This design comes from an exercise in tuning for small area, a short achievable clock period and few clock cycles per item on the open sky130 flow, not from production work. Power figures rest on the tool's default switching activity, not on a simulated workload.

==> run Z <==
==> flow/design.v (excerpt) <==
module ate1_pixel_unit (
    input  wire        clk,
    input  wire        rst,         
    input  wire        in_valid,
    output wire        in_ready,
    input  wire [3:0]  in_op,
    input  wire [63:0] in_d,
    input  wire [63:0] in_s,
    input  wire [16:0] in_t,
    output reg         out_valid,
    input  wire        out_ready,
    output reg  [63:0] out_p
);
==> flow/config.mk <==
export PLATFORM = sky130hd
export DESIGN_NAME = ate1_pixel_unit
export DESIGN_NICKNAME = ate1_pixel_unit
export VERILOG_FILES = /design/flow/design.v
export SDC_FILE = /design/flow/constraint.sdc
export NUM_CORES = 8
export LEC_CHECK = 0
export CAP_MARGIN = 20
export CORE_MARGIN = 2
export CORE_UTILIZATION = 45
export CTS_CLUSTER_DIAMETER = 200
export CTS_CLUSTER_SIZE = 20
export SLEW_MARGIN = 20
export SYNTH_HIERARCHICAL = 1
==> flow/constraint.sdc <==
create_clock -name core_clock -period 16.0 [get_ports {clk}]
set_input_delay 3.2000 -clock core_clock [delete_from_list [all_inputs] [get_ports {clk}]]
set_output_delay 3.2000 -clock core_clock [all_outputs]
set_load 0.01 [all_outputs]
standard.sh (not shown) runs the stock make flow with config.mk's settings and CLKGATE_MAP_FILE= SYNTH_SCRIPT=/design/flow/synth_recipe.tcl, a recipe that flattens the netlist after the stock synthesis.
==> flow/flow/run.sh <==
#!/bin/bash
# Standard layout (bash standard.sh) with two changes to how it is made:
# - timing repair aims to leave flow/setup_margin ns of setup slack, so it
#   works towards a shorter period than the 16 ns clock (the SDC is unchanged);
# - the port buffers that buffer_ports inserts are buf_1 cells.
# The make output goes to flow_make.log; ORFS's own logs are under orfs/logs.
set -euo pipefail
export SETUP_SLACK_MARGIN=$(cat flow/setup_margin)
export BUFFER_PORTS_ARGS="-buffer_cell sky130_fd_sc_hd__buf_1"
bash standard.sh > flow_make.log 2>&1
==> flow/flow/setup_margin <==
10.8
==> inputs of run B, as changes to run Z <==
--- a/flow/design.v
+++ b/flow/design.v
@@ -58,22 +58,22 @@
                 end
                 OP_PREALPHA: begin
                     w[B_SR] = 1;
                     if (alpha) w[A_ONES] = 1; else w[A_DC] = 1;
                 end
-                OP_OVER:     begin w[A_DC] = 1; w[B_SA] = 1; w[D_DCSC] = 1; w[C_SUB] = 1; end
+                OP_OVER:     begin w[A_DC] = 1; w[B_NSA] = 1; w[D_SC] = 1; end
                 OP_MULTIPLY: begin
-                    if (alpha) begin w[A_DC] = 1; w[B_SA] = 1; w[D_DCSC] = 1; w[C_SUB] = 1; end
+                    if (alpha) begin w[A_NDA] = 1; w[B_SA] = 1; w[D_DA] = 1; end
                     else case (pass)
                         2'd0:    begin w[A_DC] = 1; w[B_NSA] = 1; end
                         2'd1:    begin w[A_NDA] = 1; w[B_SC] = 1; w[C_ACC] = 1; end
                         default: begin w[A_DC] = 1; w[B_SC] = 1; w[C_ACC] = 1; end
                     endcase
                 end
-                OP_SCREEN:   begin w[A_DC] = 1; w[B_SC] = 1; w[D_DCSC] = 1; w[C_SUB] = 1; end
+                OP_SCREEN:   begin w[A_NDC] = 1; w[B_SC] = 1; w[D_DC] = 1; end
                 OP_DARKEN, OP_LIGHTEN: begin
-                    if (alpha) begin w[A_DC] = 1; w[B_SA] = 1; w[D_DCSC] = 1; w[C_SUB] = 1; end
+                    if (alpha) begin w[A_NDA] = 1; w[B_SA] = 1; w[D_DA] = 1; end
                     else begin
                         w[D_DCSC] = 1; w[C_SUB] = 1;
                         if (pass == 2'd0) begin w[A_DA] = 1; w[B_SC] = 1; end
                         else begin
                             w[A_DC] = 1; w[B_SA] = 1; w[C_DL] = 1;
@@ -197,10 +197,11 @@
             wire        kn   = w[D_DCK] & s17[16];
             wire [17:0] dsw  = {1'b0, dc, 1'b1} + {{17{w[D_DCSC]}} & {1'b0, sc} | {17{kn}} & {1'b1, ~k}, kn};
             wire [16:0] dsum = dsw[17:1];
             wire [15:0] av = {16{w[A_ONES]}}
                            | {16{w[A_DC]}}   & dc
+                           | {16{w[A_NDC]}}  & ~dc
                            | {16{w[A_DA]}}   & da
                            | {16{w[A_NDA]}}  & ~da
                            | {16{w[A_S17]}}  & s17[15:0]
                            | {16{w[A_BYTE]}} & by
                            | {16{w[A_K]}}    & k;
@@ -210,11 +211,13 @@
                            | {16{w[B_NSA]}} & ~sa
                            | {16{w[B_K]}}   & k
                            | {16{w[B_NK]}}  & ~k
                            | {16{w[B_AA]}}  & aa;
             wire [16:0] dv = {17{w[D_DC]}}   & {1'b0, dc}
+                           | {17{w[D_SC]}}   & {1'b0, sc}
                            | {17{w[D_DCSC] | w[D_DCK]}} & dsum
+                           | {17{w[D_DA]}}   & {1'b0, da}
                            | {17{w[D_MIN]}}  & {1'b0, lt ? dc : sc}
                            | {17{w[D_MAX]}}  & {1'b0, lt ? sc : dc};
             assign x_add[17*g +: 17] = dv;
             wire        rnd = w[C_RND];
             wire [31:0] ts, tc;
==> flow/flow/setup_margin (replaced) <==
11.0
==> inputs of run D, as changes to run Z <==
--- a/flow/design.v
+++ b/flow/design.v
@@ -58,22 +58,22 @@
                 end
                 OP_PREALPHA: begin
                     w[B_SR] = 1;
                     if (alpha) w[A_ONES] = 1; else w[A_DC] = 1;
                 end
-                OP_OVER:     begin w[A_DC] = 1; w[B_SA] = 1; w[D_DCSC] = 1; w[C_SUB] = 1; end
+                OP_OVER:     begin w[A_DC] = 1; w[B_NSA] = 1; w[D_SC] = 1; end
                 OP_MULTIPLY: begin
-                    if (alpha) begin w[A_DC] = 1; w[B_SA] = 1; w[D_DCSC] = 1; w[C_SUB] = 1; end
+                    if (alpha) begin w[A_NDA] = 1; w[B_SA] = 1; w[D_DA] = 1; end
                     else case (pass)
                         2'd0:    begin w[A_DC] = 1; w[B_NSA] = 1; end
                         2'd1:    begin w[A_NDA] = 1; w[B_SC] = 1; w[C_ACC] = 1; end
                         default: begin w[A_DC] = 1; w[B_SC] = 1; w[C_ACC] = 1; end
                     endcase
                 end
-                OP_SCREEN:   begin w[A_DC] = 1; w[B_SC] = 1; w[D_DCSC] = 1; w[C_SUB] = 1; end
+                OP_SCREEN:   begin w[A_NDC] = 1; w[B_SC] = 1; w[D_DC] = 1; end
                 OP_DARKEN, OP_LIGHTEN: begin
-                    if (alpha) begin w[A_DC] = 1; w[B_SA] = 1; w[D_DCSC] = 1; w[C_SUB] = 1; end
+                    if (alpha) begin w[A_NDA] = 1; w[B_SA] = 1; w[D_DA] = 1; end
                     else begin
                         w[D_DCSC] = 1; w[C_SUB] = 1;
                         if (pass == 2'd0) begin w[A_DA] = 1; w[B_SC] = 1; end
                         else begin
                             w[A_DC] = 1; w[B_SA] = 1; w[C_DL] = 1;
@@ -197,10 +197,11 @@
             wire        kn   = w[D_DCK] & s17[16];
             wire [17:0] dsw  = {1'b0, dc, 1'b1} + {{17{w[D_DCSC]}} & {1'b0, sc} | {17{kn}} & {1'b1, ~k}, kn};
             wire [16:0] dsum = dsw[17:1];
             wire [15:0] av = {16{w[A_ONES]}}
                            | {16{w[A_DC]}}   & dc
+                           | {16{w[A_NDC]}}  & ~dc
                            | {16{w[A_DA]}}   & da
                            | {16{w[A_NDA]}}  & ~da
                            | {16{w[A_S17]}}  & s17[15:0]
                            | {16{w[A_BYTE]}} & by
                            | {16{w[A_K]}}    & k;
@@ -210,11 +211,13 @@
                            | {16{w[B_NSA]}} & ~sa
                            | {16{w[B_K]}}   & k
                            | {16{w[B_NK]}}  & ~k
                            | {16{w[B_AA]}}  & aa;
             wire [16:0] dv = {17{w[D_DC]}}   & {1'b0, dc}
+                           | {17{w[D_SC]}}   & {1'b0, sc}
                            | {17{w[D_DCSC] | w[D_DCK]}} & dsum
+                           | {17{w[D_DA]}}   & {1'b0, da}
                            | {17{w[D_MIN]}}  & {1'b0, lt ? dc : sc}
                            | {17{w[D_MAX]}}  & {1'b0, lt ? sc : dc};
             assign x_add[17*g +: 17] = dv;
             wire        rnd = w[C_RND];
             wire [31:0] ts, tc;
==> flow/flow/setup_margin (replaced) <==
10.9
==> notes <==
Of run Z and run D, run Z has the higher synthesized cell count (gap 3.3%, measured against run D).
First-iteration DRC count, lowest first: run B, run D, run Z.
The highest sequential share of layout area belongs to run Z, the lowest to run B.
Against run Z, the area after synthesis of run D is smaller by 1.7%.
Of run Z and run B, run B has the higher global-route usage (gap 0.69 points).
Against run D, the combinational power of run Z is smaller by about 6%.
Setup slack, highest first: run B, run Z, run D.
Critical path depth: run Z < run B < run D.
In clock power, run B and run D hardly differ.
No run of this note included a check of the RTL's function; only the layout flow was run.

## afterwards: timing with drivers on the ports
The results above use ideal ports. As a check the final layouts listed here were re-extracted and re-timed, cells and wires unchanged. Step 1, drivers: a clkbuf_16 drives clk and a buf_2 each remaining input, both assumed. Step 2 also shifts input and output timing later by t, the mid clock arrival at the registers, as if the neighbouring blocks saw the same clock. Slacks: ideal / step 1 / step 2; pairs: ideal / step 1.
run	shift t [ns]	slack for setup (ns)	clock arrival spread, ns
run Z	0.774	10.757 / 10.757 / 10.194	0.075 / 0.075
run B	0.762	10.803 / 10.803 / 10.214	0.080 / 0.079
run D	0.764	10.752 / 10.752 / 10.227	0.058 / 0.057
After both steps every run listed still meets setup and hold. The setup slack of run B, which loses most, moves by 0.000 ns with the drivers and by -0.589 ns with both steps.
